Background: an optimization exercise with open tools, aiming at small area, a short achievable clock period and few clock cycles per item. Do not read the settings as production practice.
No activity file was given, so power comes from the tool's default toggle rates.

Setup of run A:
==> module gf2_rank, before the edit <==
module gf2_rank (
    input  wire         clk,
    input  wire         rst,
    input  wire         start,
    input  wire [4:0]   rows_in,
    input  wire [5:0]   cols_in,
    output wire         ready,
    input  wire         row_valid,
    input  wire [31:0]  row_in,       
    output wire         row_ready,
    output reg          done,
    output wire [2:0]   err,
    output wire [5:0]   rank_out
);
    localparam NMAX = 32;
    localparam [NMAX-1:0] CUT = (32'd1 << 2) | (32'd1 << 11) | (32'd1 << 21);
    localparam FIRST = 2;              
    reg        loading;                    
    reg  [4:0] rem;                        
    reg        bad_r;                      
    reg        bad_q;                      
    reg  [4:0] cnt;                        
    reg  [NMAX-1:0] valid;                 
    reg  [5:0] n_r;                        
    reg        init;                       
    reg        rdy;                        
    assign ready     = rdy;
    assign row_ready = loading;
    assign err       = {1'b0, bad_q, bad_q};
    assign rank_out  = {1'b0, cnt};
    wire take      = row_valid & loading;
    wire take_last = take & (rem == 5'd1);
    wire [NMAX*(NMAX+1)-1:0] rbus;
    wire [NMAX:0] lbus, pbus, ebus;
    assign rbus[NMAX-1:0] = row_in;
    assign lbus[0] = take;
    assign pbus[0] = take;
    assign ebus[0] = take_last;
    genvar c;
    generate
        for (c = 0; c < NMAX; c = c + 1) begin : col
            wire [NMAX-1:0] rin;
            wire            lin, pin, ein;
            if (c > 0 && CUT[c]) begin : pipe
                reg [NMAX-1:0] r;
                reg            l, p, e;
                always @(posedge clk) begin
                    r <= rbus[NMAX*c +: NMAX];
                    if (rst) begin
                        l <= 1'b0;
                        p <= 1'b0;
                        e <= 1'b0;
                    end else begin
                        l <= lbus[c];
                        p <= pbus[c];
                        e <= ebus[c];
                    end
                end
                assign rin = r;
                assign lin = l;
                assign pin = p;
                assign ein = e;
            end else begin : thru
                assign rin = rbus[NMAX*c +: NMAX];
                assign lin = lbus[c];
                assign pin = pbus[c];
                assign ein = ebus[c];
            end
            reg  [NMAX-1:0] slot;
            wire [NMAX-1:0] hi  = ~((32'd2 << c) - 32'd1);
            wire            hit = rin[c];
            wire            put = lin & hit & ~valid[c];
            wire            red = hit & valid[c];
            always @(posedge clk)
                if (put)
                    slot <= rin & hi;
            assign rbus[NMAX*(c+1) +: NMAX] = rin ^ ({NMAX{red}} & slot & hi);
            assign lbus[c+1] = lin & ~(hit & ~valid[c]);
            assign pbus[c+1] = pin;
            assign ebus[c+1] = ein;
            if (c < FIRST) begin : v0
                always @(posedge clk)
                    if (start)
                        valid[c] <= (cols_in <= c);
                    else if (put)
                        valid[c] <= 1'b1;
            end else begin : v1
                always @(posedge clk)
                    if (init)
                        valid[c] <= (n_r <= c);
                    else if (put)
                        valid[c] <= 1'b1;
            end
        end
    endgenerate
    wire stored = pbus[NMAX] & ~lbus[NMAX];
    wire fin    = ebus[NMAX];
    always @(posedge clk) begin
        if (rst) begin
            done    <= 1'b0;
            init    <= 1'b0;
        end else begin
            done <= (start && rows_in == 5'd0) || fin;
            init <= start;
        end
        rdy     <= rst | (start & (rows_in == 5'd0)) | (~start & (rdy | fin));
        loading <= ~rst & ((start & (rows_in != 5'd0)) | (~start & loading & ~take_last));
        bad_q   <= start ? ((rows_in > 5'd16) | (cols_in > 6'd32)) : bad_r;
        if (start) begin
            n_r   <= cols_in;
            rem   <= rows_in;
            bad_r <= (rows_in > 5'd16) || (cols_in > 6'd32);
        end else if (take) begin
            rem   <= rem - 5'd1;
        end
        if (start || bad_r)
            cnt <= 5'd0;
        else
            cnt <= cnt ^ ({&cnt[3:0], &cnt[2:0], &cnt[1:0], cnt[0], 1'b1} & {5{stored}});
    end
endmodule
==> flow/config.mk <==
export PLATFORM = sky130hd
export DESIGN_NAME = gf2_rank
export DESIGN_NICKNAME = gf2_rank
export VERILOG_FILES = /design/flow/design.v
export SDC_FILE = /design/flow/constraint.sdc
export NUM_CORES = 4
export LEC_CHECK = 0
export CAP_MARGIN = 20
export CORE_MARGIN = 2
export CORE_UTILIZATION = 30
export SLEW_MARGIN = 20
==> flow/constraint.sdc <==
create_clock -name core_clock -period 12.0 [get_ports {clk}]
set_input_delay 2.4000 -clock core_clock [delete_from_list [all_inputs] [get_ports {clk}]]
set_output_delay 2.4000 -clock core_clock [all_outputs]
set_load 0.01 [all_outputs]
standard.sh (not shown) runs the stock make flow with config.mk's settings and CLKGATE_MAP_FILE= SYNTH_SCRIPT=/design/flow/synth_recipe.tcl, a recipe that flattens the netlist after the stock synthesis.
==> flow/flow/run.sh <==
#!/bin/bash
set -euo pipefail
bash standard.sh SETUP_SLACK_MARGIN=8.4 finish > make_finish.log 2>&1
Inputs modified between run A and run B:
-- flow/design.v --
<<< run A, line 14
);
    localparam NMAX = 32;
    localparam [NMAX-1:0] CUT = (32'd1 << 2) | (32'd1 << 11) | (32'd1 << 21);
    localparam FIRST = 2;              
    reg        loading;                    
    reg  [4:0] rem;                        
>>> run B, line 14
);
    localparam NMAX = 32;
    localparam [NMAX-1:0] CUT = (32'd1 << 3) | (32'd1 << 10) | (32'd1 << 17) | (32'd1 << 24);
    localparam FIRST = 3;              
    reg        loading;                    
    reg  [4:0] rem;                        
Findings:
- [compare] base=run A new=run B: final total power went down by 30%; first-pass GRT wire length has decreased; cell count along the critical path fell 5; number of remaining DRC errors did not really move.
- The maximum operating frequency in run A is 0.80 times that in run B.
- On aggregate routed wire length: between run B and run A, it ends up higher for run A.
- Changes observed in run B relative to run A: number of instances in the placed design now smaller; count of multi-input gates now smaller.
- Relative to run A, clock sink count increased by 2.4% in run B.
- Non-clock buffer count, run B vs run A: down by more than a quarter
- From run A to run B the numbers moved as follows: share of the final layout cell area in multi-input gates down 4.2 points; final standard cell count with taps included and fillers excluded decreased about 6%; period utilization moved down.
- Comparing run B with run A, the clock insertion delay at the later pin of the skew report came out essentially unchanged.
No functional check of the RTL was part of any run of this note.

========
## lane 1
The RTL this note starts from:
==> flow/design.v <==
module gf2_rank (
    input  wire         clk,
    input  wire         rst,
    input  wire         start,
    input  wire [4:0]   rows_in,
    input  wire [5:0]   cols_in,
    output wire         ready,
    input  wire         row_valid,
    input  wire [31:0]  row_in,       
    output wire         row_ready,
    output reg          done,
    output wire [2:0]   err,
    output wire [5:0]   rank_out
);
    localparam NMAX = 32;
    localparam [NMAX-1:0] CUT = (32'd1 << 3) | (32'd1 << 10) | (32'd1 << 18) | (32'd1 << 25);
    localparam FIRST = 3;              
    reg        loading;                    
    reg  [4:0] rem;                        
    reg        bad_r;                      
    reg        bad_q;                      
    reg  [4:0] cnt;                        
    reg  [4:0] rank_q;                     
    reg  [NMAX-1:0] valid;                 
    reg  [5:0] n_r;                        
    reg        init;                       
    reg        rdy;                        
    assign ready     = rdy;
    assign row_ready = loading;
    assign err       = {1'b0, bad_q, bad_q};
    assign rank_out  = {1'b0, rank_q};
    wire take      = row_valid & loading;
    wire take_last = take & (rem == 5'd1);
    wire flush     = rst | start;
    wire [NMAX*(NMAX+1)-1:0] rbus;
    wire [NMAX:0] lbus, pbus, ebus;
    assign rbus[NMAX-1:0] = row_in;
    assign lbus[0] = take;
    assign pbus[0] = take;
    assign ebus[0] = take_last;
    wire [NMAX-1:0] fin_v, now_v, pre_v;
    genvar c;
    generate
        for (c = 0; c < NMAX; c = c + 1) begin : col
            wire [NMAX-1:0] rin;
            wire            lin, pin, ein;
            if (c > 0 && CUT[c]) begin : pipe
                reg [NMAX-1:0] r;
                reg            l, p, e;
                always @(posedge clk) begin
                    r <= rbus[NMAX*c +: NMAX];
                    if (flush) begin
                        l <= 1'b0;
                        p <= 1'b0;
                        e <= 1'b0;
                    end else begin
                        l <= lbus[c];
                        p <= pbus[c];
                        e <= ebus[c];
                    end
                end
                assign rin = r;
                assign lin = l;
                assign pin = p;
                assign ein = e;
            end else begin : thru
                assign rin = rbus[NMAX*c +: NMAX];
                assign lin = lbus[c];
                assign pin = pbus[c];
                assign ein = ebus[c];
            end
            reg  [NMAX-1:0] slot;
            wire [NMAX-1:0] hi  = ~((32'd2 << c) - 32'd1);
            wire            hit = rin[c];
            wire            put = lin & hit & ~valid[c];
            wire            red = hit & valid[c];
            always @(posedge clk)
                if (put)
                    slot <= rin & hi;
            assign rbus[NMAX*(c+1) +: NMAX] = rin ^ ({NMAX{red}} & slot & hi);
            assign lbus[c+1] = lin & ~(hit & ~valid[c]);
            assign pbus[c+1] = pin;
            assign ebus[c+1] = ein;
            if (c < FIRST) begin : v0
                always @(posedge clk)
                    if (start)
                        valid[c] <= (cols_in <= c);
                    else if (put)
                        valid[c] <= 1'b1;
            end else begin : v1
                always @(posedge clk)
                    if (init)
                        valid[c] <= (n_r <= c);
                    else if (put)
                        valid[c] <= 1'b1;
            end
            if (c >= FIRST && (c == NMAX - 1 || CUT[c+1])) begin : cend
                wire sel;
                if (c == NMAX - 1)
                    assign sel = (n_r > lo(c));
                else if (lo(c) == FIRST)
                    assign sel = (n_r <= c + 1);
                else
                    assign sel = (n_r > lo(c)) & (n_r <= c + 1);
                wire lq, pq;
                if (c == NMAX - 1) begin : stat
                    reg l, p;
                    always @(posedge clk)
                        if (flush) begin
                            l <= 1'b0;
                            p <= 1'b0;
                        end else begin
                            l <= lbus[c+1];
                            p <= pbus[c+1];
                        end
                    assign lq = l;
                    assign pq = p;
                end else begin : nxt
                    assign lq = col[c+1].pipe.l;
                    assign pq = col[c+1].pipe.p;
                end
                assign fin_v[c] = sel & ebus[c+1];
                assign now_v[c] = sel & pbus[c+1] & ~lbus[c+1];
                assign pre_v[c] = sel & pq & ~lq;
            end else begin : cmid
                assign fin_v[c] = 1'b0;
                assign now_v[c] = 1'b0;
                assign pre_v[c] = 1'b0;
            end
        end
    endgenerate
    function integer lo;
        input integer c;
        integer i;
        begin
            lo = 0;
            for (i = 1; i <= c; i = i + 1)
                if (CUT[i])
                    lo = i;
        end
    endfunction
    wire fin = |fin_v;                     
    wire now = |now_v;                     
    wire pre = |pre_v;                     
    wire       clr   = start | bad_r;
    wire [4:0] acc   = cnt + {4'd0, pre};
    wire [4:0] rnk_1 = clr ? 5'd0 : acc + 5'd1;
    wire [4:0] rnk_0 = clr ? 5'd0 : acc;
    always @(posedge clk) begin
        if (rst) begin
            done    <= 1'b0;
            init    <= 1'b0;
        end else begin
            done <= (start && rows_in == 5'd0) || fin;
            init <= start;
        end
        rdy     <= rst | (start & (rows_in == 5'd0)) | (~start & (rdy | fin));
        loading <= ~rst & ((start & (rows_in != 5'd0)) | (~start & loading & ~take_last));
        bad_q   <= start ? ((rows_in > 5'd16) | (cols_in > 6'd32)) : bad_r;
        if (start) begin
            n_r   <= cols_in;
            rem   <= rows_in;
            bad_r <= (rows_in > 5'd16) || (cols_in > 6'd32);
        end else if (take) begin
            rem   <= rem - 5'd1;
        end
        cnt    <= start ? 5'd0 : acc;
        rank_q <= now ? rnk_1 : rnk_0;
    end
endmodule
export LEC_CHECK = 0
export CAP_MARGIN = 20
export CORE_MARGIN = 2
export CORE_UTILIZATION = 50
export CTS_BUF_LIST = sky130_fd_sc_hd__clkbuf_8
export SLEW_MARGIN = 20
create_clock -name core_clock -period 12.0 [get_ports {clk}]
==> flow/flow/run.sh <==
#!/bin/bash
set -euo pipefail
bash standard.sh SETUP_SLACK_MARGIN=8.35 "BUFFER_PORTS_ARGS=-buffer_cell sky130_fd_sc_hd__buf_2" finish > make_finish.log 2>&1
Both conditions hold for lane 1: the flow ran to the end and the final layout passed the timing, design-rule and antenna checks.
## Diff of input files: lane 2 against lane 1
--- a/flow/design.v
+++ b/flow/design.v
@@ -12,9 +12,9 @@
     output wire [2:0]   err,
     output wire [5:0]   rank_out
 );
     localparam NMAX = 32;
-    localparam [NMAX-1:0] CUT = (32'd1 << 3) | (32'd1 << 10) | (32'd1 << 18) | (32'd1 << 25);
+    localparam [NMAX-1:0] CUT = (32'd1 << 3) | (32'd1 << 9) | (32'd1 << 15) | (32'd1 << 21) | (32'd1 << 27);
     localparam FIRST = 3;              
     reg        loading;                    
     reg  [4:0] rem;                        
     reg        bad_r;                      
Findings:
- Lane 2 finished all stages; the layout is clean.
- Lower routed wire length among lane 1 and lane 2: lane 2
- The lower power attributed to the clock group of lane 1 and lane 2 is in lane 1.
- Against lane 1, lane 2 comes in 6.4% lower on final routed wire length divided by cell count.
- In lane 2 relative to lane 1, number of CTS-inserted buffers had gone up by a few percent.
- Origin of the worst setup path: valid[10] -> lane 1, n_r[2] -> lane 2
- Per the comparison of lane 2 with lane 1, met2 wire length now smaller, global-route usage has decreased, switching share of power went down by 2.1 points, sequential share of layout area rose by 4.4 points.
- When the final numbers for lane 1 and lane 2 were put side by side, the overall power of the completed layout turned out to be smaller in lane 2.
Function was not checked in any run of this note: the RTL went through the layout flow alone.

port drivers added, routing unchanged:
How much do the figures lean on ideal ports? The routed layouts below were timed once more, with nothing changed but the port constraints. Step 1: set_driving_cell puts a clkbuf_16 on clk and a buf_2 on each other input, an assumption about the parent block. Step 2 moves the port delays by t, midway between the first and last clock arrival at a register: inputs arrive t later, outputs are due t later. That takes back most of the time a late clock gives input paths. Slacks: ideal / step 1 / step 2; pairs: ideal / step 1.
| run | shift t [ns] | slack for setup (ns) | worst slew at a driven data input, ns |
|---|---|---|---|
| run A | 0.665 | 7.043 / 7.043 / 7.043 | 0.05 |
| run B | 0.661 | 8.037 / 8.037 / 7.740 | 0.08 |
| lane 1 | 0.726 | 7.983 / 7.983 / 7.649 | 0.03 |
| lane 2 | 0.736 | 8.395 / 8.384 / 7.688 | 0.04 |
After both steps every run listed still meets setup and hold. For lane 2, which loses most, drivers alone change the setup slack by -0.011 ns; drivers and shift together by -0.707 ns.
